Context: an optimization exercise on an open-source flow, tuned for small area, a short achievable clock period and few clock cycles. The choices shown serve that exercise and are no tape-out recipe.
The RTL was checked by simulation tests, not by an equivalence proof against the original design.
Power and IR drop assume default switching activity.

## rev 12
// auklet_core
module auklet_core (
    input  wire        clk,
    input  wire        rst,         
    input  wire        bus_req,
    input  wire        bus_we,
    input  wire [11:0] bus_addr,
    input  wire [2:0]  bus_size,
    input  wire [31:0] bus_wdata,
    output reg         bus_ack,
    output reg  [31:0] bus_rdata,
    output wire [31:0] act0,
    output wire [31:0] act1,
    output wire [31:0] act2,
    output wire [31:0] act3,
    output wire        irq
);
export LEC_CHECK = 0
export ABC_AREA = 1
export CAP_MARGIN = 40
export CORE_MARGIN = 2
export CORE_UTILIZATION = 40
export PLACE_DENSITY = 0.6
export SLEW_MARGIN = 40
create_clock -name core_clock -period 20.0 [get_ports {clk}]
standard.sh (not shown) runs the stock make flow with config.mk's settings and CLKGATE_MAP_FILE= SYNTH_SCRIPT=/design/flow/synth_recipe.tcl, a recipe that flattens the netlist after the stock synthesis.
==> flow/flow/run.sh <==
#!/bin/bash
set -euo pipefail
bash standard.sh SETUP_SLACK_MARGIN=14 finish > layout.log 2>&1
Testbench counts of rev 12, summed over its fixed seeds: cycles 38,823.
What rev 13 does differently from rev 12 at the input level:
--- a/flow/design.v
+++ b/flow/design.v
@@ -335,15 +335,15 @@
     reg  [DW-1:0] tA, tB;          
     reg  [32:0] aA_r, aB_r;        
     reg  [20:0] bA_r, bB_r;
     reg  [DW-1:0] rA, rB;          
     reg  [66:0] sA_r, cA_r, sB_r, cB_r;
     reg  [66:0] resA, resB;        
     reg  [19:0] r1loA, r1loB;      
-    reg  [32:0] sq_r;              
+    reg  [32:0] sq_r [0:1];        
     wire        iA_v    = dA[13];
     wire [3:0]  iA_op   = dA[12:9];
     wire [1:0]  iA_ax   = dA[8:7];
     wire        iA_row  = dA[6];
     wire [1:0]  iA_col  = dA[5:4];
     wire        iA_first= dA[3];
     wire [1:0]  iA_pass = dA[1:0];
@@ -408,33 +408,33 @@
     endfunction
     wire [31:0] vA = mix_src ? mi_rd : po_rd;
     wire [31:0] vB = mix_src ? mixin[iB_col] : pidout[iB_col];
     wire [3:0]  mA_idx = {1'b0, iA_row, iA_col};
     wire [3:0]  mB_idx = {1'b1, iB_row, iB_col};
     wire [32:0] q_hi = dq[48:16];
     wire [32:0] q_lo = {17'd0, dq[15:0]};
-    reg  [37:0] qd_r;
-    wire [37:0] qd_add  = qd_r;
+    reg  [37:0] qd_r [0:1];
+    wire [37:0] qd_add  = qd_r[uA_ax[0]];
     wire [31:0] it_byp = (cl_v && cl_ax == iB_ax) ? it_r : it_rd;
     reg [32:0] aA, aB;
     reg [20:0] bA, bB;
     always @(*) begin
         aA = 33'd0; bA = 21'd0;
         case (iA_op)
             OP_DT: begin aA = {dt[31], dt};               bA = bsel(err_r[iA_ax], iA_pass); end
             OP_P:  begin aA = {kp_rd[31], kp_rd}; bA = bsel(err_r[iA_ax], iA_pass); end
-            OP_QD: begin aA = sq_r;                       bA = dt[20:0]; end
+            OP_QD: begin aA = sq_r[iA_ax[0]];             bA = dt[20:0]; end
             OP_MIX: begin aA = {vA[31], vA};              bA = bsel(mA_rd, iA_pass); end
             default: ;
         endcase
         aB = 33'd0; bB = 21'd0;
         case (iB_op)
             OP_XR:  begin aB = {1'b0, recip}; bB = {1'b0, xmag_r[iB_ax]}; end
             OP_I:   begin aB = {ki_rd[31], ki_rd}; bB = bsel(it_byp, iB_pass); end
-            OP_Q:   begin aB = sq_r; bB = kd_rd[20:0]; end
+            OP_Q:   begin aB = sq_r[iB_ax[0]]; bB = kd_rd[20:0]; end
             OP_QLO: begin aB = q_lo; bB = bsel(kd_rd, iB_pass); end
             OP_QHI: begin aB = q_hi; bB = bsel(kd_rd, iB_pass); end
             OP_MIX: begin aB = {vB[31], vB}; bB = bsel(mB_rd, iB_pass); end
             default: ;
         endcase
     end
     reg [66:0] addA, addB;
@@ -661,16 +661,16 @@
             xsg_r <= sgn_r[iB_ax];
         end
         if (iB_op == OP_Q) begin
             kdx_r <= kd_rd ^ {32{sgn_r[iB_ax]}};
             osgn  <= sgn_r[iB_ax];
         end
         if (c_xr) begin
-            sq_r <= sq_nxt;
-            qd_r <= qd_nxt;
+            sq_r[rB_ax[0]] <= sq_nxt;
+            qd_r[rB_ax[0]] <= qd_nxt;
         end
         it_r   <= it_next;
         it_old <= iterm[tA[8:7]];
         il_c   <= il_rd;
         cl_ax  <= rA_ax;
         of_out <= of_out_n;
         of_ovf <= of_ovf_n;
--- outcome ---
Where area after synthesis is concerned, rev 12 is better than rev 13.
The top fanout value on the critical path in rev 13 sits 4 above the value recorded for rev 12.
As far as share of synthesized area spent on multiplexers is concerned, rev 13 and rev 12 perform about the same.
Going from rev 12 to rev 13, global-route usage +1.6 points; depth of the critical timing path with buffers and inverters included -46; maximum frequency +6.4%; setup slack of the critical path after layout +410 ps.
Testbench counts of rev 13, summed over its fixed seeds: cycles 38,823.

========
== maple ==
RTL: one of the versions met above, not the one the previous note started from.
Size: ~23000 cells after synthesis, roughly 3700 flip-flops, roughly 210 I/O pins, about 210000 µm² of cells after synthesis.
Settings: LEC_CHECK=0, ABC_AREA=1, CAP_MARGIN=40, CORE_MARGIN=2, CORE_UTILIZATION=40, CTS_CLUSTER_DIAMETER=60, CTS_CLUSTER_SIZE=24, PLACE_DENSITY=0.6, SLEW_MARGIN=40; clock period 20.0 ns.
Scripts as last shown in full above: flow/flow/run.sh
Looking at the reports, maple completed the entire flow and the layout it produced met the timing, design-rule and antenna checks.
Testbench counts of maple, summed over its fixed seeds: cycles 38,823.
Changes in fjord relative to maple:
--- a/flow/design.v
+++ b/flow/design.v
@@ -331,23 +331,23 @@
         end
     endtask
     reg  [DW-1:0] dA, dB;          
     reg  [DW-1:0] uA, uB;          
     reg  [DW-1:0] tA, tB;          
     reg  [32:0] aA_r, aB_r;        
     reg  [20:0] bA_r, bB_r;
     reg  [DW-1:0] rA, rB;          
     reg  [66:0] sA_r, cA_r, sB_r, cB_r;
     reg  [66:0] resA, resB;        
     reg  [19:0] r1loA, r1loB;      
-    reg  [32:0] sq_r [0:1];        
+    reg  [32:0] sq_r;              
     wire        iA_v    = dA[13];
     wire [3:0]  iA_op   = dA[12:9];
     wire [1:0]  iA_ax   = dA[8:7];
     wire        iA_row  = dA[6];
     wire [1:0]  iA_col  = dA[5:4];
     wire        iA_first= dA[3];
     wire [1:0]  iA_pass = dA[1:0];
     wire        iB_v    = dB[13];
     wire [3:0]  iB_op   = dB[12:9];
     wire [1:0]  iB_ax   = dB[8:7];
     wire        iB_row  = dB[6];
@@ -404,41 +404,41 @@
                 2'd2:    bsel = {{9{v[31]}}, v[31:20]};
                 default: bsel = v[20:0];
             endcase
         end
     endfunction
     wire [31:0] vA = mix_src ? mi_rd : po_rd;
     wire [31:0] vB = mix_src ? mixin[iB_col] : pidout[iB_col];
     wire [3:0]  mA_idx = {1'b0, iA_row, iA_col};
     wire [3:0]  mB_idx = {1'b1, iB_row, iB_col};
     wire [32:0] q_hi = dq[48:16];
     wire [32:0] q_lo = {17'd0, dq[15:0]};
-    reg  [37:0] qd_r [0:1];
-    wire [37:0] qd_add  = qd_r[uA_ax[0]];
+    reg  [37:0] qd_r;
+    wire [37:0] qd_add  = qd_r;
     wire [31:0] it_byp = (cl_v && cl_ax == iB_ax) ? it_r : it_rd;
     reg [32:0] aA, aB;
     reg [20:0] bA, bB;
     always @(*) begin
         aA = 33'd0; bA = 21'd0;
         case (iA_op)
             OP_DT: begin aA = {dt[31], dt};               bA = bsel(err_r[iA_ax], iA_pass); end
             OP_P:  begin aA = {kp_rd[31], kp_rd}; bA = bsel(err_r[iA_ax], iA_pass); end
-            OP_QD: begin aA = sq_r[iA_ax[0]];             bA = dt[20:0]; end
+            OP_QD: begin aA = sq_r;                       bA = dt[20:0]; end
             OP_MIX: begin aA = {vA[31], vA};              bA = bsel(mA_rd, iA_pass); end
             default: ;
         endcase
         aB = 33'd0; bB = 21'd0;
         case (iB_op)
             OP_XR:  begin aB = {1'b0, recip}; bB = {1'b0, xmag_r[iB_ax]}; end
             OP_I:   begin aB = {ki_rd[31], ki_rd}; bB = bsel(it_byp, iB_pass); end
-            OP_Q:   begin aB = sq_r[iB_ax[0]]; bB = kd_rd[20:0]; end
+            OP_Q:   begin aB = sq_r; bB = kd_rd[20:0]; end
             OP_QLO: begin aB = q_lo; bB = bsel(kd_rd, iB_pass); end
             OP_QHI: begin aB = q_hi; bB = bsel(kd_rd, iB_pass); end
             OP_MIX: begin aB = {vB[31], vB}; bB = bsel(mB_rd, iB_pass); end
             default: ;
         endcase
     end
     reg [66:0] addA, addB;
     always @(*) begin
         addA = 67'd0;
         case (uA_op)
             OP_QD:  addA = {{29{qd_add[37]}}, qd_add};
@@ -657,24 +657,24 @@
         if (rA_v && rA_pass == 2'd1) r1loA <= resA[19:0];
         if (rB_v && rB_pass == 2'd1) r1loB <= resB[19:0];
         if (iB_op == OP_XR) begin
             xmq_r <= xmag_r[iB_ax];
             xsg_r <= sgn_r[iB_ax];
         end
         if (iB_op == OP_Q) begin
             kdx_r <= kd_rd ^ {32{sgn_r[iB_ax]}};
             osgn  <= sgn_r[iB_ax];
         end
         if (c_xr) begin
-            sq_r[rB_ax[0]] <= sq_nxt;
-            qd_r[rB_ax[0]] <= qd_nxt;
+            sq_r <= sq_nxt;
+            qd_r <= qd_nxt;
         end
         it_r   <= it_next;
         it_old <= iterm[tA[8:7]];
         il_c   <= il_rd;
         cl_ax  <= rA_ax;
         of_out <= of_out_n;
         of_ovf <= of_ovf_n;
         of_ax  <= rB_ax;
     end
     always @(posedge clk) begin
         if (rst) begin
Findings:
- maple → fjord: leakage power figure -about 2.3%; share of power burned in the clock network -1.5 points; clock sink count -70; horizontal extent of the die -5.7 µm.
- Post-route clock period utilization was higher in the run labelled fjord.
- NOTE: number of standard cells after synthesis in fjord falls short of that of maple
- Number of enable flip-flop cells after synthesis ended up 70 lower on fjord than on maple.
- Delta (fjord minus maple): cell area shrank by 1.8%, fraction of met3 tracks used by global routing increased by 1.6 points relative to the old numbers, average routed wire per standard cell shows a reduction of 1.5 µm, wire length went down by about 5.5%, tap cell count lower.
- Higher routability-driven placement congestion ratio was reported by fjord, not maple.
Testbench counts of fjord, summed over its fixed seeds: cycles 38,823.

==> static timing again, ports no longer ideal <==
The results above use ideal ports. As a check the final layouts listed here were re-extracted and re-timed, cells and wires unchanged.
Step 1 sets driving cells, clkbuf_16 on the clock port and buf_2 on the other inputs (assumed; they add their load-dependent delay and slew).
Step 2 adds t to the input delays and takes it off the output delays; t is the mean of the earliest and latest rising clock arrival at the registers after step 1. Input paths then give back, and output paths get back, about the clock's delay inside the block.
Three values: ideal, step 1, step 2; two values: the first two.
| run | t (ns) | setup WS [ns] | worst setup path after step 2 | worst register clock-pin slew, ns |
|---|---|---|---|---|
| rev 12 | 1.206 | 13.116 / 12.974 / 12.747 | input to register | 0.08 / 0.08 |
| rev 13 | 1.188 | 13.530 / 13.400 / 12.780 | input to register | 0.07 / 0.07 |
| maple | 1.192 | 13.521 / 13.413 / 12.806 | input to register | 0.10 / 0.10 |
| fjord | 1.179 | 13.202 / 13.051 / 12.763 | input to register | 0.10 / 0.10 |
After both steps every run listed still meets setup and hold. The setup slack of rev 13, which loses most, moves by -0.130 ns with the drivers and by -0.750 ns with both steps.
